Source: an optimization exercise on an open RTL-to-GDS flow (aim: small area, a short achievable clock period and few clock cycles per item). Production flows keep margins and buffers that such runs may drop. Function was checked by simulation only, so behaviour that the tests miss may differ from the original.

[flow/run.sh]
#!/bin/bash
# synth_recipe.tcl (not shown) runs the flow's synth.tcl, then flattens the netlist and writes it again
# the make line also repeats each setting of config.mk as NAME=value (left out here)
make -C /OpenROAD-flow-scripts/flow DESIGN_CONFIG=/design/flow/config.mk WORK_HOME=/design/flow/orfs CLKGATE_MAP_FILE= SYNTH_SCRIPT=/design/flow/synth_recipe.tcl finish
[flow/config.mk]
export PLATFORM = sky130hd
export DESIGN_NAME = gf251_encode
export DESIGN_NICKNAME = gf251_encode
export VERILOG_FILES = /design/flow/design.v
export SDC_FILE = /design/flow/constraint.sdc
export NUM_CORES = 4
export LEC_CHECK = 0
export CAP_MARGIN = 20
export CORE_MARGIN = 2
export CORE_UTILIZATION = 40
export PLACE_DENSITY = 0.6
export SLEW_MARGIN = 20
[flow/constraint.sdc]
create_clock -name core_clock -period 22.0 [get_ports {clk}]
set_input_delay 4.4000 -clock core_clock [delete_from_list [all_inputs] [get_ports {clk}]]
set_output_delay 4.4000 -clock core_clock [all_outputs]
set_load 0.01 [all_outputs]
[flow/design.v]
module gf251_mul (
    input  wire [8:0] acc,
    input  wire [7:0] a,
    input  wire [1:0] d,
    output wire [8:0] p
);
    wire [11:0] v = {1'b0, acc, 2'b00} + (d[1] ? {3'b000, a, 1'b0} : 12'd0)
                  + (d[0] ? {4'b0000, a} : 12'd0);                  
    assign p = v[7:0] + {v[11:8], 2'b00} + v[11:8];               
endmodule
module gf251_encode (
    input  wire         clk,
    input  wire         rst,
    input  wire         start,
    input  wire [3:0]   k,
    input  wire [7:0]   n,
    input  wire [7:0]   r,
    input  wire [111:0] px,         
    output wire         ready,
    output wire         out_valid,
    input  wire         out_ready,
    output wire         out_last,
    output wire         out_err,
    output wire [7:0]   out_m,      
    output wire [7:0]   out_d       
);
    function [7:0] norm8(input [7:0] v);
        begin
            norm8 = (v >= 8'd251) ? v - 8'd251 : v;
        end
    endfunction
    function [8:0] lfold(input [9:0] u);
        begin
            lfold = u[7:0] + u[9:8] * 3'd5;
        end
    endfunction
    function [7:0] canon(input [9:0] u);
        begin
            canon = (u >= 10'd502) ? u - 10'd502 : (u >= 10'd251) ? u - 10'd251 : u[7:0];
        end
    endfunction
    function [8:0] pfold(input [12:0] v);
        begin
            pfold = v[7:0] + {v[12:8], 2'b00} + v[12:8];
        end
    endfunction
    genvar t;
    integer q;
    reg        rdy;           
    reg        busy;          
    wire       pend = ~rdy;   
    reg [2:0]  pc;            
    reg [7:0]  P [0:13];
    reg [7:0]  R;             
    reg [8:0]  B0;            
    reg [8:0]  B1;            
    reg [3:0]  KK;
    reg [7:0]  NN;
    reg        bad;
    wire       prep_done = (pc == 3'd5);
    wire [8:0]  mac0, mac1;
    gf251_mul u_mac0 (.acc(B0), .a(P[0]), .d(R[7:6]), .p(mac0));
    gf251_mul u_mac1 (.acc(B1), .a(P[1]), .d(R[7:6]), .p(mac1));
    localparam C_IDLE = 2'd0;
    localparam C_CONV = 2'd1;
    localparam C_FULL = 2'd2;
    reg [1:0]  cst;
    reg [2:0]  cs;            
    reg [3:0]  ck;
    reg [7:0]  cn;
    reg        cbad;
    reg [8:0]  CF [0:7];      
    reg [8:0]  CG [0:7];
    localparam E_IDLE = 2'd0;
    localparam E_OUT  = 2'd1;
    localparam E_ERR  = 2'd2;
    reg [1:0]  est;
    reg [7:0]  cnt;           
    reg        is_last;       
    reg [8:0]  F [0:7];       
    reg [8:0]  G [0:7];
    reg        v0, v1;
    reg [7:0]  m0, d0, m1, d1;
    reg        l0, e0, l1, e1;
    wire pop      = v0 & out_ready;
    wire push     = ((est == E_OUT) || (est == E_ERR)) && !v1;
    wire perr     = (est == E_ERR);
    wire eng_free = (est == E_IDLE) || (push && is_last);
    wire copy     = (cst == C_FULL) && eng_free;
    wire conv_free = (cst == C_IDLE) || copy;
    wire cload    = pend && prep_done && conv_free;
    wire cstep    = (cst == C_CONV);
    wire last_cs  = ({1'b0, cs} == ck - 4'd1);
    wire release_p = (cload && (bad || KK == 4'd3)) || (cstep && last_cs);
    wire [9:0]  csumF0 = {1'b0, CF[0]} + {1'b0, CF[1]};
    wire [9:0]  csumG0 = {1'b0, CG[0]} + {1'b0, CG[1]};
    wire [12:0] cprodF [2:7];
    wire [12:0] cprodG [2:7];
    generate
        for (t = 2; t < 8; t = t + 1) begin : g_cm
            wire [12:0] fa = {4'd0, CF[t-1]}, fb = {4'd0, CF[t]};
            wire [12:0] ga = {4'd0, CG[t-1]}, gb = {4'd0, CG[t]};
            if (t == 2) begin : c2
                assign cprodF[t] = (fa << 1) + (fb << 1);
                assign cprodG[t] = (ga << 1) + (gb << 1);
            end else if (t == 3) begin : c3
                assign cprodF[t] = (fa << 1) + (fb << 1) + fa + fb;
                assign cprodG[t] = (ga << 1) + (gb << 1) + ga + gb;
            end else if (t == 4) begin : c4
                assign cprodF[t] = (fa << 2) + (fb << 2);
                assign cprodG[t] = (ga << 2) + (gb << 2);
            end else if (t == 5) begin : c5
                assign cprodF[t] = (fa << 2) + (fb << 2) + fa + fb;
                assign cprodG[t] = (ga << 2) + (gb << 2) + ga + gb;
            end else if (t == 6) begin : c6
                assign cprodF[t] = (fa << 2) + (fb << 2) + (fa << 1) + (fb << 1);
                assign cprodG[t] = (ga << 2) + (gb << 2) + (ga << 1) + (gb << 1);
            end else begin : c7
                assign cprodF[t] = (fa << 3) - fa;
                assign cprodG[t] = (ga << 3) - ga;
            end
        end
    endgenerate
    wire [3:0] gidx  = cload ? KK : ck + {1'b0, cs} - 4'd2;
    wire [2:0] fidx  = cload ? 3'd2 : cs;
    wire [7:0] feedF = norm8(P[fidx]);
    wire [7:0] feedG = norm8(P[gidx]);
    wire [9:0] sumF [0:6];    
    wire [9:0] sumG [0:6];
    generate
        for (t = 0; t < 7; t = t + 1) begin : g_sum
            assign sumF[t] = {1'b0, F[t]} + {1'b0, F[t+1]};
            assign sumG[t] = {1'b0, G[t]} + {1'b0, G[t+1]};
        end
    endgenerate
    wire [7:0] nextF0 = canon(sumF[0]);
    wire [7:0] nextG0 = canon(sumG[0]);
    assign ready = ~busy;
    always @(posedge clk) begin
        if (!pend) begin
            for (q = 0; q < 14; q = q + 1) P[q] <= px[8*q +: 8];
            R  <= r;
            KK <= k;
            NN <= n;
        end else begin
            case (pc)
                3'd0: begin
                    P[0] <= (norm8(P[0]) == 8'd0) ? 8'd1 : norm8(P[0]);
                    P[1] <= (norm8(P[1]) == 8'd0) ? 8'd1 : norm8(P[1]);
                    R    <= 8'd251 - R;
                    B0   <= 9'd0;
                    B1   <= 9'd0;
                    bad  <= (KK < 4'd3) || (KK > 4'd8) || (NN < {4'd0, KK}) || (NN > 8'd250);
                end
                3'd5: ;
                default: begin
                    B0 <= mac0;
                    B1 <= mac1;
                    R  <= {R[5:0], 2'b00};
                end
            endcase
        end
        if (cload) begin
            CF[0] <= {1'b0, feedF};
            CF[1] <= {1'b0, P[0]} + {1'b0, P[1]};
            CF[2] <= {P[0], 1'b0};
            CG[0] <= {1'b0, feedG};
            CG[1] <= lfold({1'b0, B0} + {1'b0, B1});
            CG[2] <= lfold({B0, 1'b0});
            for (q = 3; q < 8; q = q + 1) begin
                CF[q] <= 9'd0;
                CG[q] <= 9'd0;
            end
            ck   <= KK;
            cn   <= NN;
            cbad <= bad;
            cs   <= 3'd3;
        end else if (cstep) begin
            CF[0] <= {1'b0, feedF};
            CG[0] <= {1'b0, feedG};
            CF[1] <= {1'b0, canon(csumF0)};
            CG[1] <= {1'b0, canon(csumG0)};
            for (q = 2; q < 8; q = q + 1) begin
                CF[q] <= pfold(cprodF[q]);
                CG[q] <= pfold(cprodG[q]);
            end
            cs <= cs + 3'd1;
        end
        if (copy) begin
            for (q = 0; q < 8; q = q + 1) begin
                F[q] <= CF[q];
                G[q] <= CG[q];
            end
            cnt     <= cn;
            is_last <= (cn == 8'd1);
        end else if (push) begin
            if (!perr) begin
                F[0] <= {1'b0, nextF0};
                G[0] <= {1'b0, nextG0};
                for (q = 1; q < 7; q = q + 1) begin
                    F[q] <= lfold(sumF[q]);
                    G[q] <= lfold(sumG[q]);
                end
            end
            cnt     <= cnt - 8'd1;
            is_last <= (cnt == 8'd2);
        end
        if (!v0 || pop) begin
            if (v1) begin
                m0 <= m1; d0 <= d1; l0 <= l1; e0 <= e1;
            end else begin
                m0 <= nextF0; d0 <= nextG0; l0 <= is_last | perr; e0 <= perr;
            end
        end
        if (!v1) begin
            m1 <= nextF0; d1 <= nextG0; l1 <= is_last | perr; e1 <= perr;
        end
        if (rst) begin
            rdy  <= 1'b1;
            busy <= 1'b0;
            pc   <= 3'd0;
            cst  <= C_IDLE;
            est  <= E_IDLE;
            v0   <= 1'b0;
            v1   <= 1'b0;
        end else begin
            if (!pend) begin
                rdy  <= ~start;
                busy <= start;
                pc   <= 3'd0;
            end else begin
                if (!prep_done) pc <= pc + 3'd1;
                if (release_p) begin
                    rdy  <= 1'b1;
                    busy <= 1'b0;
                end
            end
            if (cload)
                cst <= (bad || KK == 4'd3) ? C_FULL : C_CONV;
            else if (cstep && last_cs)
                cst <= C_FULL;
            else if (copy)
                cst <= C_IDLE;
            if (copy)
                est <= cbad ? E_ERR : E_OUT;
            else if (push && (is_last || perr))
                est <= E_IDLE;
            case ({v1, v0})
                2'b00: v0 <= push;
                2'b01: begin
                    if (push && !pop) v1 <= 1'b1;
                    if (!push && pop) v0 <= 1'b0;
                end
                default: if (pop) v1 <= 1'b0;
            endcase
        end
    end
    assign out_valid = v0;
    assign out_last  = l0;
    assign out_err   = e0;
    assign out_m     = m0;
    assign out_d     = d0;
endmodule
==> impl_metrics.tcl, run 1 <==
set metrics [dict create \
    cpMaxStageDelayCell "clkdlybuf4s50_1" \
    clock_latency_ns 0.70 \
    final-setup-viol-count 0 \
    drive_gt1_frac 0.0406 \
    final_common_cell "ha_1" \
    syn_inst 4278 \
    outcome "timing/DRC/antenna clean" \
    routed_via_density 5.25 \
    period_minus_slack_ns 6.25 \
    vias 30705 \
    final_nets 5323 \
    cts_resized 0 \
    grt_max_degree 92 \
    ant_nets 0 \
    ys_types 98 \
    grt_usage 0.194 \
    grt_antenna_before_repair 4 \
    syn_avg_cell_area_um2 10.0 \
    skew_ns 0.0784 \
    io_pins 156 \
    finalMaxSlewViolations 0 \
    maxCapViolCount 0 \
    grt_pass1_vias 30785 \
    cts_setup_buffers 0 \
    overflow 0 \
    dieArea_mm2 0.110 \
    max_freq_ghz 0.160 \
    dp_slack_ns 15.85 \
    gp_congestion 0.885 \
    cp_max_fo 5 \
    ys_ff_latch 507 \
    die_h_um 331 \
    netlist_area_mm2 0.0428 \
    die-width_um 331 \
    final.setup.tns_ns 0 \
    worstPathRequired_ns 17.60 \
    cts_tree "done" \
    cp-start-kind "register" \
    relSlewSlack 0.270 \
    root_buffer "clkbuf_16" \
    worst_pin_slew_ns 1.06 \
    rsz0062_at_grt "false" \
    dpl.hpwl_um 80900 \
    final_cell_mix "584 x ha_1, 478 x inv_1, 384 x edfxtp_1, 321 x a21oi_1, 291 x nand2_1" \
    cp_num_buf_inv 1 \
    cp_top_family "buffers and inverters" \
    remaining_drc_errors 0 \
    endpoint_kind "output pin" \
    timing.final.ws_setup_ns 15.75 \
    fill_cells 10071 \
    clock_path_buffers 3 \
    htree_levels 2 \
    synthFlopType "edfxtp_1" \
    core_area_mm2 0.106 \
    arrival_ns 1.85 \
    synth_warnings 11 \
    synth.net_count 5199 \
    ys_seq_area_frac 0.327 \
    io_buffers 155 \
    numClockSinks 507 \
    row_count 119 \
    wl_per_cell_um 17.9 \
    critical_path.max_stage_delay_ns 0.73 \
    ctsHoldBuffers 0 \
    synth-edff-count 384 \
    grt_pass1_wl_um 168000 \
    drtIter0Drc 1964 \
    finalCritPeriodShare 0.284 \
    path_clk_slew_ns 0.06 \
    synthArstFlopShare 0 \
    hold_viol 0 \
    initial_core_util 0.405 \
    wl_um 105000 \
    hold_ws_ns 0.428 \
    path_class "register to output pin" \
    cts_made_buffers 60 \
    dr.pass1.iters 7 \
    hold_path.class "register to register" \
    path_cells "clkdlybuf4s50_1" \
    area_delta_synth_final_pct 12.0 \
]
synth_stat cells, types with 17 or more instances:
| master | n | area [um2] |
|---|---|---|
| a22oi_1 | 45 | 338 |
| edfxtp_1 | 384 | 11500 |
| xor2_1 | 132 | 1160 |
| nor3b_1 | 21 | 158 |
| nand2_1 | 291 | 1090 |
| o21ai_0 | 225 | 1130 |
| nor3_1 | 38 | 190 |
| o31ai_1 | 29 | 218 |
| o21bai_1 | 125 | 938 |
| and2_1 | 30 | 188 |
| fa_1 | 201 | 4020 |
| a211oi_1 | 17 | 128 |
| inv_1 | 480 | 1800 |
| nor2_1 | 191 | 717 |
| o21a_1 | 20 | 150 |
| buf_1 | 19 | 71.3 |
| a21o_1 | 142 | 1070 |
| mux2_2 | 22 | 248 |
| nor2b_1 | 71 | 444 |
| nand3_1 | 88 | 440 |
| o21ai_1 | 21 | 105 |
| clkbuf_1 | 85 | 319 |
| ha_1 | 584 | 7310 |
| mux2i_1 | 27 | 270 |
| a21oi_1 | 322 | 1610 |
| a31oi_1 | 22 | 138 |
| dfxtp_1 | 123 | 2460 |
| xnor2_1 | 262 | 2290 |
| nand2b_1 | 31 | 194 |
stage by stage:
stage / util / area, um2 / std cells
after floorplan: - / 42800 / 4278
after global placement: 0.433 / 45800 / 5731
after detailed placement: 0.433 / 45800 / 5731
after CTS: 0.453 / 47900 / 5845
after global routing: 0.453 / 47900 / 5847
final: 0.453 / 47900 / 5848
worst paths after layout:
path | start | slack (ns) | cells after the start | end
setup / recovery | v0 | 15.75 | 1 | out_valid
hold / removal | CG[7][2] | 0.43 | 0 | G[7][2]
setup reg to reg | CF[2][1] | 16.47 | 24 | CF[3][7]
hold reg to reg | CG[7][2] | 0.43 | 0 | G[7][2]
routing by layer:
layer  global-route usage  vias up  part of all wire
met1                0.275    14583              0.48
met4               0.0468        0             0.022
li1                     -    15346                 -
met3               0.0291      134             0.049
met5                    0        -                 0
met2                0.311      642              0.45
cells by family (layout without fill, tap and decap cells):
| kind of cell | count (synthesis) | count (layout) | share of synthesized area |
|---|---|---|---|
| AOI/OAI and AO/OA | 1112 | 1112 | 0.167 |
| xor gates and xnor gates | 396 | 396 | 0.0817 |
| adders and majority gates | 785 | 785 | 0.265 |
| buffers and inverters | 596 | 772 | 0.0534 |
| DFF | 507 | 507 | 0.327 |
| muxes | 56 | 56 | 0.0153 |
| other | 0 | 3 | 0 |
| and+or+nand+nor | 826 | 826 | 0.0910 |
flip-flops by register name (all words and copies together) (netlist names), 4 cells and up:
register  flops
B0            9
B1            9
CF           71
CG           71
F            71
G            71
KK            4
NN            8
P           112
R             8
ck            4
cn            8
cnt           8
d0            8
d1            8
m0            8
m1            8
worst register-to-register path: cells and delay by family (launching register included):
kind,cells,cell delay [ns]
buffers and inverters,5,0.34
AO/OA/AOI/OAI,11,1.79
adder cells (fa/ha/maj),6,2.44
flip-flops,1,0.46
XOR/XNOR,2,0.33
layout make-up:
cell class | count | area [um2] | share of cell area
clock inverter | 43 | 537 | 0.0112
inverter | 483 | 1820 | 0.0379
sequential | 507 | 14000 | 0.292
multi-input combinational | 3175 | 26600 | 0.554
antenna | 3 | 7.51 | 0.000157
timing repair buffer | 175 | 1700 | 0.0355
tap | 1391 | 1740 | 0.0363
clock buffer | 71 | 1570 | 0.0328
Testbench counts, summed over its fixed seeds: cycles 3,634, items 3,482.
==> run 2, diff against run 1 <==
==> flow/flow/run.sh (new file) <==
#!/bin/bash
# The standard layout (the standard.sh, every ORFS step unchanged) with
# one hook: after repair_design, the port buffers get a buf_2 cell instead
# of a slow delay buffer (see ports.tcl).  The make output is kept in
# flow_make.log in the work folder; ORFS keeps each step's log under
# orfs/logs/.
set -euo pipefail
WORK="$(pwd)"
bash standard.sh POST_RESIZE_TCL="$WORK/flow/ports.tcl" finish > "$WORK/flow_make.log" 2>&1
==> flow/flow/ports.tcl (new file) <==
# POST_RESIZE hook (after repair_design in the placement step).
# buffer_ports gives every input and output port its own buffer, and
# repair_design leaves a slow delay buffer on them because the paths have
# plenty of slack at the design's period.  Give those port buffers a plain
# buf_2 instead; every port keeps its own buffer, nothing else changes.
set n 0
foreach inst [get_cells -quiet {input* output*}] {
  set master [get_property [get_lib_cells -of_objects $inst] name]
  if { [string match "sky130_fd_sc_hd__clkdlybuf*" $master] ||
       [string match "sky130_fd_sc_hd__dlygate*" $master] ||
       $master == "sky130_fd_sc_hd__buf_1" } {
    replace_cell $inst sky130_fd_sc_hd__buf_2
    incr n
  }
}
puts "ports.tcl: resized $n port buffers to sky130_fd_sc_hd__buf_2"
==> flow/standard.sh (new file) <==
#!/bin/bash
# synth_recipe.tcl (not shown) runs the flow's synth.tcl, then flattens the netlist and writes it again
# the make line also repeats each setting of config.mk as NAME=value (left out here)
make -C /OpenROAD-flow-scripts/flow DESIGN_CONFIG=/design/flow/config.mk WORK_HOME=/design/flow/orfs CLKGATE_MAP_FILE= SYNTH_SCRIPT=/design/flow/synth_recipe.tcl "${@:-finish}"
--- a/flow/config.mk
+++ b/flow/config.mk
@@ -9,4 +9,6 @@
 export CORE_MARGIN = 2
 export CORE_UTILIZATION = 40
+export CTS_CLUSTER_DIAMETER = 120
+export CTS_CLUSTER_SIZE = 30
 export PLACE_DENSITY = 0.6
 export SLEW_MARGIN = 20
removed: flow/run.sh
==> impl_metrics.tcl, run 2 <==
set metrics [dict create \
    ant_nets 0 \
    rr_startpoint "cs[2]" \
    grt_max_degree 92 \
    cp-start-kind "register" \
    root_buffer "clkbuf_16" \
    min_to "G[7][1]" \
    ys_seq_area_frac 0.327 \
    syn_avg_cell_area_um2 10.0 \
    grt_pass1_vias 30315 \
    max_freq_ghz 0.174 \
    worstPathRequired_ns 17.60 \
    syn_inst 4278 \
    reg2reg_slack_ns 16.43 \
    synth.net_count 5199 \
    r2r_cells 11 \
    place_area_mm2 0.0450 \
    grt_usage 0.191 \
    routed_via_density 5.27 \
    drtIter0Drc 1939 \
    wl_per_cell_um 18.0 \
    final.setup.tns_ns 0 \
    area_delta_synth_final_pct 7.46 \
    largest_register_ff_count 112 \
    synth.top_cells.by_area "edfxtp_1 27%, ha_1 17%, fa_1 9.4%, dfxtp_1 5.8%, xnor2_1 5.4%" \
    final_core_util 0.435 \
    hp-start "CG[7][1]" \
    clock_latency_ns 0.67 \
    relSlewSlack 0.211 \
    maxCapViolCount 0 \
    min_path_cells 0 \
    fin_area_mm2 0.0460 \
    hold_viol 0 \
    path_cells "buf_2" \
    numClockSinks 507 \
    ys_ff_latch 507 \
    dr.pass1.iters 6 \
    cpMaxStageDelayCell "dfxtp_1" \
    cp_num_buf_inv 1 \
    synthMostInstantiatedCell "ha_1" \
    io_pins 156 \
    overflow 0 \
    grt_pass1_wl_um 166000 \
    hold_path.class "register to register" \
    rsz0062_at_grt "false" \
    wl_um 104000 \
    cp_top_family "flip-flops" \
    cts_made_buffers 26 \
    skew_ns 0.0612 \
    synthFlopType "edfxtp_1" \
    netlist_area_mm2 0.0428 \
    die_h_um 331 \
    fill_cells 10256 \
    synth.top_cell.area_share 0.269 \
    dieArea_mm2 0.110 \
    io_buffers 155 \
    ctsHoldBuffers 0 \
    initial_core_util 0.405 \
    gp_congestion 0.885 \
    final_cell_mix "584 x ha_1, 478 x inv_1, 384 x edfxtp_1, 321 x a21oi_1, 291 x nand2_1" \
    grt_antenna_before_repair 3 \
    finalCritPeriodShare 0.261 \
    synth-edff-count 384 \
    final_nets 5289 \
    htree_levels 1 \
    synth_top_cell_by_area "edfxtp_1" \
    die-width_um 331 \
    final-setup-viol-count 0 \
    remaining_drc_errors 0 \
    synth_common_cells "584 x ha_1, 480 x inv_1, 384 x edfxtp_1" \
    cts_setup_buffers 0 \
    cts_resized 0 \
    clock_path_buffers 3 \
    dpl.hpwl_um 81300 \
    rr_endpoint "CG[0][1]" \
    timing.critical_path.from "v0" \
    synthArstFlopShare 0 \
    worst_pin_slew_ns 1.15 \
    period_minus_slack_ns 5.75 \
    finalMaxSlewViolations 0 \
    row_count 119 \
    arrival_ns 1.35 \
    endpoint_kind "output pin" \
    cp_max_fo 5 \
    cts_tree "done" \
    largest-register "P" \
    core_area_mm2 0.106 \
    path_class "register to output pin" \
    outcome "timing/DRC/antenna clean" \
    vias 30492 \
    critical_path.max_stage_delay_ns 0.42 \
    final_common_cell "ha_1" \
    ys_types 98 \
    drive_gt1_frac 0.0629 \
    path_clk_slew_ns 0.11 \
    synth_warnings 11 \
]
-- run 2: kinds of logic after synthesis --
kind of cell               Yosys count  synth area share
AOI/OAI and AO/OA                 1112             0.167
xor gates and xnor gates           396            0.0817
buffers and inverters              596            0.0534
muxes                               56            0.0153
DFF                                507             0.327
and+or+nand+nor                    826            0.0910
adders and majority gates          785             0.265
-- run 2: area by class of cell --
class | instances | area, um2 | share of cell area
multi-input combinational | 3175 | 26600 | 0.578
sequential | 507 | 14000 | 0.304
inverter | 483 | 1820 | 0.0395
tap | 1391 | 1740 | 0.0378
timing repair buffer | 175 | 926 | 0.0201
clock buffer | 32 | 694 | 0.0151
clock inverter | 16 | 239 | 0.00520
antenna | 5 | 12.5 | 0.000272
-- run 2: worst max-delay path by stage --
stage	to	cells past startpoint
floorplan	F[0][0]	5
global placement	d0[4]	3
detailed placement	d0[4]	3
CTS	out_valid	1
global route	CF[5][7]	23
finish	out_valid	1
-- run 2: metal layers --
layer | up-vias | global-route usage | share of wire
met5 | - | 0 | 0
met2 | 604 | 0.309 | 0.45
li1 | 15256 | - | -
met4 | 0 | 0.0429 | 0.021
met3 | 89 | 0.0185 | 0.045
met1 | 14543 | 0.276 | 0.48
-- run 2: stage by stage --
| stage | hold WS (ns) | instances | setup WS (ns) |
|---|---|---|---|
| 2_1_floorplan | 0.403 | 4278 | 11.49 |
| 3_3_place_gp | 0.413 | 5731 | 15.86 |
| 3_5_place_dp | 0.416 | 5731 | 16.27 |
| 4_1_cts | 0.442 | 5779 | 16.22 |
| 5_1_grt | 0.444 | 5781 | 16.04 |
| 6_report | 0.438 | 5784 | 16.25 |
==> run 3, diff against run 2 <==
--- a/flow/design.v
+++ b/flow/design.v
@@ -45,4 +45,31 @@
         end
     endfunction
+    function [9:0] cadd9(input [8:0] a, input [8:0] b);
+        reg [5:0] c;
+        reg [4:0] lo;
+        reg [4:0] h0, h1;
+        reg       c0, c1, x0, x1;
+        integer   i;
+        begin
+            c[0] = 1'b0;
+            for (i = 0; i < 5; i = i + 1) begin
+                lo[i]  = a[i] ^ b[i] ^ c[i];
+                c[i+1] = (a[i] & b[i]) | (a[i] & c[i]) | (b[i] & c[i]);
+            end
+            c0 = 1'b0;
+            c1 = 1'b1;
+            for (i = 0; i < 4; i = i + 1) begin
+                h0[i] = a[i+5] ^ b[i+5] ^ c0;
+                h1[i] = a[i+5] ^ b[i+5] ^ c1;
+                x0 = (a[i+5] & b[i+5]) | (a[i+5] & c0) | (b[i+5] & c0);
+                x1 = (a[i+5] & b[i+5]) | (a[i+5] & c1) | (b[i+5] & c1);
+                c0 = x0;
+                c1 = x1;
+            end
+            h0[4] = c0;
+            h1[4] = c1;
+            cadd9 = {c[5] ? h1 : h0, lo};
+        end
+    endfunction
     genvar t;
     integer q;
@@ -67,4 +94,7 @@
     reg [1:0]  cst;
     reg [2:0]  cs;            
+    reg        cph;           
+    reg [7:3]  csat;          
+    reg [7:2]  csle;          
     reg [3:0]  ck;
     reg [7:0]  cn;
@@ -91,45 +121,70 @@
     wire cload    = pend && prep_done && conv_free;
     wire cstep    = (cst == C_CONV);
-    wire last_cs  = ({1'b0, cs} == ck - 4'd1);
-    wire release_p = (cload && (bad || KK == 4'd3)) || (cstep && last_cs);
-    wire [9:0]  csumF0 = {1'b0, CF[0]} + {1'b0, CF[1]};
-    wire [9:0]  csumG0 = {1'b0, CG[0]} + {1'b0, CG[1]};
-    wire [12:0] cprodF [2:7];
-    wire [12:0] cprodG [2:7];
+    wire last_cs  = ({1'b0, cs} == ck - 4'd1) && cph;
+    wire release_p = cload;    
+    wire [9:0]  csum0 = {1'b0, CF[0]} + {1'b0, CF[1]};
+    wire [12:0] cprod [2:7];
     generate
         for (t = 2; t < 8; t = t + 1) begin : g_cm
-            wire [12:0] fa = {4'd0, CF[t-1]}, fb = {4'd0, CF[t]};
-            wire [12:0] ga = {4'd0, CG[t-1]}, gb = {4'd0, CG[t]};
+            wire [12:0] xa = {4'd0, CF[t-1]};
+            wire [12:0] xb;
+            if (t < 3) begin : nm
+                assign xb = {4'd0, CF[t]};
+            end else begin : mk
+                assign xb = csat[t] ? 13'd0 : {4'd0, CF[t]};
+            end
             if (t == 2) begin : c2
-                assign cprodF[t] = (fa << 1) + (fb << 1);
-                assign cprodG[t] = (ga << 1) + (gb << 1);
+                assign cprod[t] = (xa << 1) + (xb << 1);
             end else if (t == 3) begin : c3
-                assign cprodF[t] = (fa << 1) + (fb << 1) + fa + fb;
-                assign cprodG[t] = (ga << 1) + (gb << 1) + ga + gb;
+                assign cprod[t] = (xa << 1) + (xb << 1) + xa + xb;
             end else if (t == 4) begin : c4
-                assign cprodF[t] = (fa << 2) + (fb << 2);
-                assign cprodG[t] = (ga << 2) + (gb << 2);
+                assign cprod[t] = (xa << 2) + (xb << 2);
             end else if (t == 5) begin : c5
-                assign cprodF[t] = (fa << 2) + (fb << 2) + fa + fb;
-                assign cprodG[t] = (ga << 2) + (gb << 2) + ga + gb;
+                assign cprod[t] = (xa << 2) + (xb << 2) + xa + xb;
             end else if (t == 6) begin : c6
-                assign cprodF[t] = (fa << 2) + (fb << 2) + (fa << 1) + (fb << 1);
-                assign cprodG[t] = (ga << 2) + (gb << 2) + (ga << 1) + (gb << 1);
+                assign cprod[t] = (xa << 2) + (xb << 2) + (xa << 1) + (xb << 1);
             end else begin : c7
-                assign cprodF[t] = (fa << 3) - fa;
-                assign cprodG[t] = (ga << 3) - ga;
+                assign cprod[t] = (xa << 3) - xa;
             end
         end
     endgenerate
-    wire [3:0] gidx  = cload ? KK : ck + {1'b0, cs} - 4'd2;
-    wire [2:0] fidx  = cload ? 3'd2 : cs;
-    wire [7:0] feedF = norm8(P[fidx]);
-    wire [7:0] feedG = norm8(P[gidx]);
+    reg [7:0] wpix;
+    always @(*) begin
+        case (cs)
+            3'd3:    wpix = CF[3][7:0];
+            3'd4:    wpix = CF[4][7:0];
+            3'd5:    wpix = CF[5][7:0];
+            3'd6:    wpix = CF[6][7:0];
+            default: wpix = CF[7][7:0];
+        endcase
+    end
+    wire [7:0] feed = norm8(wpix);
+    reg [7:0] gpk;
+    reg [7:0] gpix [3:7];
+    always @(*) begin
+        case (KK)
+            4'd3:    gpk = P[3];
+            4'd4:    gpk = P[4];
+            4'd5:    gpk = P[5];
+            4'd6:    gpk = P[6];
+            4'd7:    gpk = P[7];
+            default: gpk = P[8];
+        endcase
+        gpix[3] = 8'd0; gpix[4] = 8'd0; gpix[5] = 8'd0; gpix[6] = 8'd0; gpix[7] = 8'd0;
+        case (KK)
+            4'd4: begin gpix[3] = P[5]; end
+            4'd5: begin gpix[3] = P[6]; gpix[4] = P[7]; end
+            4'd6: begin gpix[3] = P[7]; gpix[4] = P[8]; gpix[5] = P[9]; end
+            4'd7: begin gpix[3] = P[8]; gpix[4] = P[9]; gpix[5] = P[10]; gpix[6] = P[11]; end
+            4'd8: begin gpix[3] = P[9]; gpix[4] = P[10]; gpix[5] = P[11]; gpix[6] = P[12]; gpix[7] = P[13]; end
+            default: ;
+        endcase
+    end
     wire [9:0] sumF [0:6];    
     wire [9:0] sumG [0:6];
     generate
         for (t = 0; t < 7; t = t + 1) begin : g_sum
-            assign sumF[t] = {1'b0, F[t]} + {1'b0, F[t+1]};
-            assign sumG[t] = {1'b0, G[t]} + {1'b0, G[t+1]};
+            assign sumF[t] = cadd9(F[t], F[t+1]);
+            assign sumG[t] = cadd9(G[t], G[t+1]);
         end
     endgenerate
@@ -148,5 +203,5 @@
                     P[0] <= (norm8(P[0]) == 8'd0) ? 8'd1 : norm8(P[0]);
                     P[1] <= (norm8(P[1]) == 8'd0) ? 8'd1 : norm8(P[1]);
-                    R    <= 8'd251 - R;
+                    R    <= 8'd251 - norm8(R);
                     B0   <= 9'd0;
                     B1   <= 9'd0;
@@ -162,13 +217,13 @@
         end
         if (cload) begin
-            CF[0] <= {1'b0, feedF};
+            CF[0] <= {1'b0, norm8(P[2])};
             CF[1] <= {1'b0, P[0]} + {1'b0, P[1]};
             CF[2] <= {P[0], 1'b0};
-            CG[0] <= {1'b0, feedG};
+            CG[0] <= {1'b0, norm8(gpk)};
             CG[1] <= lfold({1'b0, B0} + {1'b0, B1});
             CG[2] <= lfold({B0, 1'b0});
             for (q = 3; q < 8; q = q + 1) begin
-                CF[q] <= 9'd0;
-                CG[q] <= 9'd0;
+                CF[q] <= (KK > q) ? {1'b0, P[q]} : 9'd0;
+                CG[q] <= {1'b0, gpix[q]};
             end
             ck   <= KK;
@@ -176,14 +231,20 @@
             cbad <= bad;
             cs   <= 3'd3;
+            csat <= 5'b00001;
+            csle <= 6'b000011;
+            cph  <= 1'b0;
         end else if (cstep) begin
-            CF[0] <= {1'b0, feedF};
-            CG[0] <= {1'b0, feedG};
-            CF[1] <= {1'b0, canon(csumF0)};
-            CG[1] <= {1'b0, canon(csumG0)};
-            for (q = 2; q < 8; q = q + 1) begin
-                CF[q] <= pfold(cprodF[q]);
-                CG[q] <= pfold(cprodG[q]);
-            end
-            cs <= cs + 3'd1;
+            CG[0] <= {1'b0, feed};
+            CG[1] <= {1'b0, canon(csum0)};
+            for (q = 2; q < 8; q = q + 1)
+                CG[q] <= csle[q] ? pfold(cprod[q]) : CF[q];
+            for (q = 0; q < 8; q = q + 1)
+                CF[q] <= CG[q];
+            if (cph) begin
+                cs   <= cs + 3'd1;
+                csat <= {csat[6:3], 1'b0};
+                csle <= {csle[6:2], 1'b1};
+            end
+            cph <= ~cph;
         end
         if (copy) begin
--- a/flow/config.mk
+++ b/flow/config.mk
@@ -9,6 +9,6 @@
 export CORE_MARGIN = 2
 export CORE_UTILIZATION = 40
-export CTS_CLUSTER_DIAMETER = 120
-export CTS_CLUSTER_SIZE = 30
+export CTS_CLUSTER_DIAMETER = 100
+export CTS_CLUSTER_SIZE = 20
 export PLACE_DENSITY = 0.6
 export SLEW_MARGIN = 20
==> impl_metrics.tcl, run 3 <==
set metrics [dict create \
    final-setup-viol-count 0 \
    outcome "timing/DRC/antenna clean" \
    rr_startpoint "csat[2]" \
    row_count 112 \
    io_pins 156 \
    synth.top_cells.by_area "edfxtp_1 37%, ha_1 14%, fa_1 8.8%, xnor2_1 4.8%, inv_1 4.5%" \
    synth_common_cells "469 x edfxtp_1, 448 x inv_1, 416 x ha_1" \
    max_freq_ghz 0.164 \
    grt_antenna_before_repair 0 \
    fill_cells 8872 \
    wl_um 102000 \
    synth_mux_area_frac 0.0187 \
    ctsHoldBuffers 0 \
    worstPathRequired_ns 22.32 \
    cts_tree "done" \
    n_antenna_cell 0 \
    ys_seq_area_frac 0.400 \
    core_area_mm2 0.0932 \
    timing.final.ws_setup_ns 15.91 \
    path_clk_slew_ns 0.09 \
    regArea_mm2 0.0150 \
    maxCapViolCount 0 \
    cts_setup_buffers 0 \
    final_nets 4484 \
    gp_congestion 0.903 \
    netlist_area_mm2 0.0376 \
    ant_nets 0 \
    grt_pass1_wl_um 156000 \
    dieArea_mm2 0.0964 \
    dpl.hpwl_um 79500 \
    synth-simple-area-share 0.105 \
    cp-start-kind "register" \
    min_to "l1" \
    drtIter0Drc 2558 \
    io_buffers 155 \
    fin_cells 5046 \
    endpoint_kind "register" \
    final_core_util 0.437 \
    synth.net_count 4386 \
    vias 26589 \
    synth_top_family_by_area "adder cells" \
    initial_core_util 0.403 \
    clock_path_buffers 3 \
    finalCritPeriodShare 0.277 \
    routed_via_density 5.27 \
    grt_usage 0.214 \
    final.setup.tns_ns 0 \
    skew_ns 0.0219 \
    largest-register "P" \
    die-width_um 310 \
    synth.top_cell.area_share 0.375 \
    final_common_cell "edfxtp_1" \
    hold_path.class "register to register" \
    r2r_cells 24 \
    rr_endpoint "CG[5][7]" \
    finalMaxSlewViolations 0 \
    relSlewSlack 0.223 \
    synth_fa_ha_area_frac 0.227 \
    cts_made_buffers 34 \
    cts_resized 0 \
    arrival_ns 6.41 \
    path_class "register to register" \
    numClockSinks 516 \
    grt_max_degree 80 \
    synthMostInstantiatedCell "edfxtp_1" \
    synth-edff-count 469 \
    grt_pass1_vias 25987 \
    area_delta_synth_final_pct 8.44 \
    largest_register_ff_count 112 \
    wl_per_cell_um 20.3 \
    hold_viol 0 \
    cp_max_fo 12 \
    rsz0062_at_grt "false" \
    synthFlopType "edfxtp_1" \
    clock_latency_ns 0.60 \
    synth_warnings 13 \
    reg2reg_slack_ns 15.91 \
    synth_xor_area_frac 0.0662 \
    synth-compound-area-share 0.125 \
    final_cell_mix "469 x edfxtp_1, 446 x inv_1, 416 x ha_1, 401 x nand2_1, 261 x nor2_1" \
    synthArstFlopShare 0 \
    placed_cells 4984 \
    synth_top_cell_by_area "edfxtp_1" \
    worst_pin_slew_ns 1.14 \
    die_h_um 310 \
    hold_ws_ns 0.463 \
    htree_levels 2 \
    syn_inst 3668 \
    ys_ff_latch 516 \
    drive_gt1_frac 0.0770 \
    root_buffer "clkbuf_16" \
    remaining_drc_errors 0 \
    dr.pass1.iters 9 \
    overflow 0 \
    syn_avg_cell_area_um2 10.2 \
    period_minus_slack_ns 6.09 \
    multiInputGateArea_mm2 0.0204 \
    ys_types 75 \
    min_path_cells 2 \
    hp-start "l1" \
    dp_slack_ns 15.96 \
]
[run 3: cell types whose count changed in the layout (fill, tap and decap cells not counted), moves of 70 or more]
cell	before	now
a21o_1	142	68
a21oi_1	321	236
dfxtp_1	122	46
edfxtp_1	384	469
ha_1	584	416
nand2_1	291	401
nor2_1	191	261
o21bai_1	125	53
[run 3: final cells by class]
cell class / count / area share
repair buffers: 178 / 0.0233
clock inverters: 11 / 0.00203
flip-flops and latches: 516 / 0.369
inverters: 452 / 0.0418
well taps: 1254 / 0.0385
multi-input cells: 2584 / 0.501
clock buffers: 51 / 0.0243
[run 3: metal layers]
metal / routed length [um] / track usage / up-vias
met5: 0 / 0 / -
met1: 47100 / 0.313 / 12761
met4: 1970 / 0.0433 / 0
met2: 45800 / 0.336 / 882
met3: 7490 / 0.0354 / 110
li1: - / - / 12836
[run 3: worst max path at each step]
| stage | startpoint | endpoint | slack [ns] | depth (start not counted) |
|---|---|---|---|---|
| after floorplan | est[1] | F[0][0] | 11.80 | 4 |
| after global routing | CF[5][4] | CG[5][7] | 15.42 | 26 |
| final | csat[2] | CG[5][7] | 15.91 | 24 |
| after CTS | csat[2] | CG[5][7] | 15.97 | 24 |
| after global placement | out_ready | d0[3] | 16.06 | 3 |
| after detailed placement | csat[2] | CG[5][7] | 15.96 | 24 |
[run 3: kinds of logic after synthesis]
kind of cell / after synthesis
AO/OA/AOI/OAI: 741
flip-flops: 516
multiplexers: 67
adder cells (fa/ha/maj): 582
AND/OR/NAND/NOR: 910
buffers and inverters: 568
XOR/XNOR: 284
[run 3: per-stage QoR]
stage | instance area, um2
5_1_grt | 40700
3_5_place_dp | 39700
4_1_cts | 40700
3_3_place_gp | 40400
2_1_floorplan | 37600
6_report | 40700
[run 3: worst max-delay path, stage by stage (launching register included)]
cell and delay (ns):
dfxtp_1 0.64, nor2_1 0.16, fa_1 0.53, inv_1 0.05, fa_1 0.50, fa_1 0.47, nor2b_1 0.13, o21ai_0 0.12
a21boi_0 0.27, o21ai_0 0.14, a21boi_0 0.26, o21ai_0 0.14, a21boi_0 0.30, nor2_1 0.12, fa_1 0.55, fa_1 0.47
a21oi_1 0.17, nor2_1 0.06, nor2_1 0.16, o21bai_1 0.08, a21oi_1 0.17, xnor2_1 0.08, nand2_1 0.07, o211a_1 0.15
a21oi_1 0.04
Testbench counts of run 3, summed over its fixed seeds: cycles 3,756, items 3,482.
==> run 4, diff against run 3 <==
--- a/flow/config.mk
+++ b/flow/config.mk
@@ -11,4 +11,4 @@
 export CTS_CLUSTER_DIAMETER = 100
 export CTS_CLUSTER_SIZE = 20
-export PLACE_DENSITY = 0.6
+export PLACE_DENSITY = 0.7
 export SLEW_MARGIN = 20
==> impl_metrics.tcl, run 4 <==
set metrics [dict create \
    outcome "timing/DRC/antenna clean" \
    grt_pass1_vias 26604 \
    row_count 112 \
    grt_pass1_wl_um 152000 \
    cts_tree "done" \
    synth_warnings 13 \
    overflow 0 \
    numClockSinks 516 \
    grt_antenna_before_repair 2 \
    route.met2.wl_um 44600 \
    synth_xor_area_frac 0.0662 \
    cp_max_fo 4 \
    io_pins 156 \
    cts_made_buffers 30 \
    worstPathRequired_ns 22.34 \
    dr.pass1.iters 8 \
    r2r_cells 26 \
    synth-edff-count 469 \
    ys_types 75 \
    routed_via_density 5.32 \
    endpoint "CG[5][7]" \
    path_class "register to register" \
    relSlewSlack 0.284 \
    cts_setup_buffers 0 \
    grt_usage 0.204 \
    synthMostInstantiatedCell "edfxtp_1" \
    synth_mux_area_frac 0.0187 \
    remaining_drc_errors 0 \
    hold_viol 0 \
    clock_path_buffers 3 \
    worstSetupPathDepth 26 \
    die-width_um 310 \
    synth-simple-area-share 0.105 \
    cp-start-kind "register" \
    finalMaxSlewViolations 0 \
    rsz0062_at_grt "false" \
    final.setup.tns_ns 0 \
    clock_latency_ns 0.62 \
    cts_resized 0 \
    root_buffer "clkbuf_16" \
    die_h_um 310 \
    route.layer.met1.wl_um 43300 \
    skew_ns 0.0187 \
    finalCritPeriodShare 0.281 \
    synth_top_family_by_area "adder cells" \
    synth_fa_ha_area_frac 0.227 \
    grt_max_degree 93 \
    critical_path.max_stage_delay_ns 0.52 \
    final_cell_mix "469 x edfxtp_1, 446 x inv_1, 416 x ha_1, 401 x nand2_1, 261 x nor2_1" \
    endpoint_kind "register" \
    syn_inst 3668 \
    netlist_area_mm2 0.0376 \
    timing.critical_path.from "CF[5][4]" \
    synth_top_cell_by_area "edfxtp_1" \
    htree_levels 1 \
    synth.net_count 4386 \
    cp_num_buf_inv 3 \
    largest-register "P" \
    fill_cells 8885 \
    largest_register_ff_count 112 \
    synth.top_cells.by_area "edfxtp_1 37%, ha_1 14%, fa_1 8.8%, xnor2_1 4.8%, inv_1 4.5%" \
    synth-compound-area-share 0.125 \
    placed_cells 4978 \
    final_nets 4475 \
    ys_ff_latch 516 \
    rr_startpoint "CF[5][4]" \
    fin_cells 5035 \
    worst_pin_slew_ns 1.07 \
    hold_path.class "register to register" \
    dpl.hpwl_um 76700 \
    drive_gt1_frac 0.0722 \
    gp_congestion 0.959 \
    synth.top_cell.area_share 0.375 \
    ant_nets 0 \
    initial_core_util 0.403 \
    synthArstFlopShare 0 \
    final_common_cell "edfxtp_1" \
    final_core_util 0.435 \
    io_buffers 155 \
    reg2reg_slack_ns 15.82 \
    ctsHoldBuffers 0 \
    maxCapViolCount 0 \
    cp_top_family "adder cells" \
    wl_per_cell_um 19.5 \
    drtIter0Drc 2775 \
    ys_seq_area_frac 0.400 \
    rr_endpoint "CG[5][7]" \
    cpMaxStageDelayCell "fa_1" \
    area_delta_synth_final_pct 7.87 \
    core_area_mm2 0.0932 \
    syn_avg_cell_area_um2 10.2 \
    vias 26806 \
    dieArea_mm2 0.0964 \
    synth_common_cells "469 x edfxtp_1, 448 x inv_1, 416 x ha_1" \
    synthFlopType "edfxtp_1" \
    path_clk_slew_ns 0.10 \
    arrival_ns 6.52 \
    dr.max_layer_used "met5" \
    wl_um 98300 \
    hold_ws_ns 0.436 \
    final-setup-viol-count 0 \
    max_freq_ghz 0.162 \
    wl_met3_um 7340 \
    period_minus_slack_ns 6.18 \
]
## run 4: cell counts after synthesis
No cell type changed its count.
## run 4: how the worst min path moves through the flow
stage | endpoint | slack (ns) | from | depth (start not counted)
after floorplan | G[7][8] | 0.40 | CG[7][8] | 0
after global placement | G[7][8] | 0.41 | CG[7][8] | 0
after detailed placement | G[7][8] | 0.41 | CG[7][8] | 0
after CTS | G[7][8] | 0.43 | CG[7][8] | 0
after global routing | G[7][8] | 0.46 | CG[7][8] | 0
final | G[7][8] | 0.44 | CG[7][8] | 0
## run 4: layer usage
layer	global-route usage	vias up
li1	-	12817
met1	0.286	12799
met2	0.329	1025
met3	0.0270	161
met4	0.0592	4
met5	0	-
## run 4: cell type report
| cell class | count | area [um2] | area share |
|---|---|---|---|
| tap | 1254 | 1570 | 0.0387 |
| antenna | 1 | 2.50 | 0.0000618 |
| timing repair buffer | 173 | 931 | 0.0230 |
| multi-input combinational | 2584 | 20400 | 0.504 |
| inverter | 452 | 1700 | 0.0420 |
| clock buffer | 52 | 855 | 0.0211 |
| sequential | 516 | 15000 | 0.371 |
| clock inverter | 3 | 26.3 | 0.000648 |
## run 4: cell families after synthesis
| logic type | count (synthesis) |
|---|---|
| AND/OR/NAND/NOR | 910 |
| AO/OA/AOI/OAI | 741 |
| adder cells (fa/ha/maj) | 582 |
| buffers and inverters | 568 |
| flip-flops | 516 |
| XOR/XNOR | 284 |
| multiplexers | 67 |
## run 4: stage by stage
step / cell area (um2) / setup slack, ns
final: 40500 / 15.82
after global routing: 40500 / 15.43
after CTS: 40500 / 15.93
after detailed placement: 39600 / 15.97
after global placement: 40400 / 16.06
after floorplan: 37600 / 11.80
==> run 5, diff against run 4 <==
--- a/flow/design.v
+++ b/flow/design.v
@@ -95,5 +95,7 @@
     reg [2:0]  cs;            
     reg        cph;           
-    reg [7:3]  csat;          
+    reg [7:4]  cnx;           
+    reg [7:0]  SF, SG;        
+    wire [7:0] clr = {cnx, 4'b0000};
     reg [7:2]  csle;          
     reg [3:0]  ck;
@@ -132,5 +134,5 @@
                 assign xb = {4'd0, CF[t]};
             end else begin : mk
-                assign xb = csat[t] ? 13'd0 : {4'd0, CF[t]};
+                assign xb = {4'd0, CF[t]};
             end
             if (t == 2) begin : c2
@@ -152,9 +154,9 @@
     always @(*) begin
         case (cs)
-            3'd3:    wpix = CF[3][7:0];
-            3'd4:    wpix = CF[4][7:0];
-            3'd5:    wpix = CF[5][7:0];
-            3'd6:    wpix = CF[6][7:0];
-            default: wpix = CF[7][7:0];
+            3'd3:    wpix = CF[4][7:0];
+            3'd4:    wpix = CF[5][7:0];
+            3'd5:    wpix = CF[6][7:0];
+            3'd6:    wpix = CF[7][7:0];
+            default: wpix = SF;
         endcase
     end
@@ -224,6 +226,6 @@
             CG[2] <= lfold({B0, 1'b0});
             for (q = 3; q < 8; q = q + 1) begin
-                CF[q] <= (KK > q) ? {1'b0, P[q]} : 9'd0;
-                CG[q] <= {1'b0, gpix[q]};
+                CF[q] <= (q > 3 && KK > q - 1) ? {1'b0, P[q-1]} : 9'd0;
+                CG[q] <= (q > 3) ? {1'b0, gpix[q-1]} : 9'd0;
             end
             ck   <= KK;
@@ -231,5 +233,7 @@
             cbad <= bad;
             cs   <= 3'd3;
-            csat <= 5'b00001;
+            cnx  <= 4'b0001;
+            SF   <= (KK > 4'd7) ? P[7] : 8'd0;
+            SG   <= gpix[7];
             csle <= 6'b000011;
             cph  <= 1'b0;
@@ -238,10 +242,12 @@
             CG[1] <= {1'b0, canon(csum0)};
             for (q = 2; q < 8; q = q + 1)
-                CG[q] <= csle[q] ? pfold(cprod[q]) : CF[q];
+                CG[q] <= csle[q] ? pfold(cprod[q]) : clr[q] ? 9'd0 : CF[q];
+            SG <= SF;
+            SF <= SG;
             for (q = 0; q < 8; q = q + 1)
                 CF[q] <= CG[q];
             if (cph) begin
                 cs   <= cs + 3'd1;
-                csat <= {csat[6:3], 1'b0};
+                cnx  <= {cnx[6:4], 1'b0};
                 csle <= {csle[6:2], 1'b1};
             end
--- a/flow/config.mk
+++ b/flow/config.mk
@@ -11,4 +11,4 @@
 export CTS_CLUSTER_DIAMETER = 100
 export CTS_CLUSTER_SIZE = 20
-export PLACE_DENSITY = 0.7
+export PLACE_DENSITY = 0.6
 export SLEW_MARGIN = 20
==> impl_metrics.tcl, run 5 <==
set metrics [dict create \
    synth.top_cells.by_area "edfxtp_1 37%, ha_1 14%, fa_1 8.8%, xnor2_1 4.7%, inv_1 4.5%" \
    cts_tree "done" \
    cts_made_buffers 31 \
    dr.pass1.iters 10 \
    syn_avg_cell_area_um2 10.3 \
    maxCapViolCount 0 \
    grt_antenna_before_repair 2 \
    max_freq_ghz 0.169 \
    io_pins 156 \
    endpoint_kind "register" \
    io_buffers 155 \
    path_clk_slew_ns 0.09 \
    synth_top_cell_by_area "edfxtp_1" \
    hold_viol 0 \
    skew_ns 0.0351 \
    synth_warnings 13 \
    rsz0062_at_grt "false" \
    synth-simple-area-share 0.105 \
    die-width_um 313 \
    clock_latency_ns 0.65 \
    synth.net_count 4429 \
    path_class "register to register" \
    synthMostInstantiatedCell "edfxtp_1" \
    dieArea_mm2 0.0980 \
    final_common_cell "edfxtp_1" \
    htree_levels 1 \
    grt_pass1_wl_um 156000 \
    dpl.hpwl_um 78500 \
    die_h_um 313 \
    vias 26822 \
    drive_gt1_frac 0.0772 \
    worst_pin_slew_ns 1.00 \
    finalMaxSlewViolations 0 \
    ant_nets 0 \
    timing.final.ws_setup_ns 16.09 \
    synth_common_cells "468 x edfxtp_1, 456 x inv_1, 416 x ha_1" \
    netlist_area_mm2 0.0382 \
    cp_max_fo 6 \
    core_area_mm2 0.0949 \
    overflow 0 \
    synth_mux_area_frac 0.0141 \
    ys_types 88 \
    row_count 113 \
    synthArstFlopShare 0 \
    outcome "timing/DRC/antenna clean" \
    grt_usage 0.204 \
    place_area_mm2 0.0403 \
    cp-start-kind "register" \
    gp_congestion 0.935 \
    grt_pass1_vias 26465 \
    largest_register_ff_count 112 \
    cts_resized 0 \
    cts_setup_buffers 0 \
    synth_top_family_by_area "adder cells" \
    ys_ff_latch 532 \
    final_cell_mix "468 x edfxtp_1, 454 x inv_1, 416 x ha_1, 400 x nand2_1, 250 x nor2_1" \
    synth-edff-count 468 \
    wl_per_cell_um 19.8 \
    ctsHoldBuffers 0 \
    routed_via_density 5.27 \
    remaining_drc_errors 0 \
    synth_xor_area_frac 0.0649 \
    area_delta_synth_final_pct 7.80 \
    period_minus_slack_ns 5.91 \
    root_buffer "clkbuf_16" \
    wl_um 101000 \
    arrival_ns 6.28 \
    fin_area_mm2 0.0412 \
    finalCritPeriodShare 0.269 \
    initial_core_util 0.403 \
    synth-compound-area-share 0.133 \
    clock_path_buffers 3 \
    final_nets 4517 \
    relSlewSlack 0.332 \
    largest-register "P" \
    synth_fa_ha_area_frac 0.224 \
    final.setup.tns_ns 0 \
    synth.top_cell.area_share 0.368 \
    numClockSinks 532 \
    ys_seq_area_frac 0.401 \
    syn_inst 3710 \
    synthFlopType "edfxtp_1" \
    hold_path.class "register to register" \
    drtIter0Drc 2495 \
    dp_slack_ns 16.17 \
    worstPathRequired_ns 22.37 \
    final-setup-viol-count 0 \
    grt_max_degree 82 \
]
==> run 5: changes by cell type after synthesis, sizes merged, moves of 8 or more <==
cell    change
a221oi     +10
dfxtp      +17
nor2b       +8
clkbuf     +12
nand2b     -12
a22oi      +14
o21bai     -11
mux2i      -20
nor2       -10
inv         +8
o31ai      +12
==> run 5: cells by family after synthesis <==
| group | Yosys count |
|---|---|
| xor gates and xnor gates | 280 |
| DFF | 532 |
| AOI/OAI and AO/OA | 779 |
| buffers and inverters | 579 |
| adders and majority gates | 583 |
| muxes | 49 |
| and+or+nand+nor | 908 |
==> run 5: worst paths after layout <==
kind | depth (start not counted) | from | end | slack, ns
setup reg to reg | 23 | CF[4][1] | CG[5][6] | 16.09
hold / removal | 0 | CG[7][8] | G[7][8] | 0.45
hold reg to reg | 0 | CG[7][8] | G[7][8] | 0.45
setup / recovery | 23 | CF[4][1] | CG[5][6] | 16.09
==> run 5: routing by layer <==
| metal | up-vias | share of wire | GRT usage |
|---|---|---|---|
| met2 | 769 | 0.45 | 0.327 |
| met3 | 111 | 0.057 | 0.0216 |
| met5 | - | 0.00013 | 0 |
| li1 | 13052 | - | - |
| met1 | 12888 | 0.47 | 0.302 |
| met4 | 2 | 0.019 | 0.0390 |
==> run 5: through the flow <==
stage	utilization	cells	hold WS, ns
after floorplan	-	3710	0.400
after global placement	0.433	5030	0.412
after detailed placement	0.425	5030	0.422
after CTS	0.434	5088	0.447
after global routing	0.434	5088	0.461
final	0.434	5089	0.450
==> run 5: final cells by class <==
type	instances	area, um2
flip-flops and latches	532	15300
clock buffers	52	855
diodes	1	2.50
fillers	9044	53700
inverters	458	1720
clock inverters	6	46.3
repair buffers	176	937
multi-input cells	2599	20700
well taps	1265	1580
==> run 5: critical path, stage by stage, from the launching register on <==
cell and delay [ns]:
edfxtp_1 0.55, inv_1 0.15, fa_1 0.53, fa_1 0.58, inv_1 0.06, ha_1 0.29
a21o_1 0.18, a21oi_1 0.22, o21ai_0 0.12, a21oi_1 0.25, o21ai_0 0.20, a21o_1 0.21
a21o_1 0.20, xnor2_1 0.15, fa_1 0.54, inv_1 0.04, ha_1 0.32, a21oi_1 0.22
nor2b_1 0.07, nor2_1 0.10, nor2_1 0.06, or3_1 0.30, a32oi_1 0.20, o22ai_1 0.10
Testbench counts of run 5, summed over its fixed seeds: cycles 3,756, items 3,482.

[what the ideal ports hide]
The flow's constraints put no driver on any port. The routed layouts listed below were extracted and timed again, unchanged, in two steps.
Step 1 assumes that a clkbuf_16 drives the clock port and a buf_2 every other input.
Step 2, shift: input delay + t, output delay - t, t = (earliest + latest rising clock arrival at the registers) / 2. This alone moves slack from input paths to output paths.
Three values: ideal ports, drivers, drivers and shift; two values: the first two.
run	t, ns	slack for setup (ns)	worst hold slack (ns)	worst register clock-pin slew, ns
run 1	0.734	15.754 / 15.690 / 15.916	0.428 / 0.428 / 0.428	0.07 / 0.07
run 2	0.706	16.253 / 16.186 / 16.355	0.438 / 0.438 / 0.438	0.12 / 0.12
run 3	0.653	15.911 / 15.911 / 15.911	0.463 / 0.463 / 0.463	0.10 / 0.10
run 4	0.675	15.824 / 15.824 / 15.824	0.436 / 0.436 / 0.436	0.10 / 0.10
run 5	0.698	16.089 / 16.089 / 16.089	0.450 / 0.450 / 0.450	0.10 / 0.10
After both steps setup and hold are still met in every run listed.
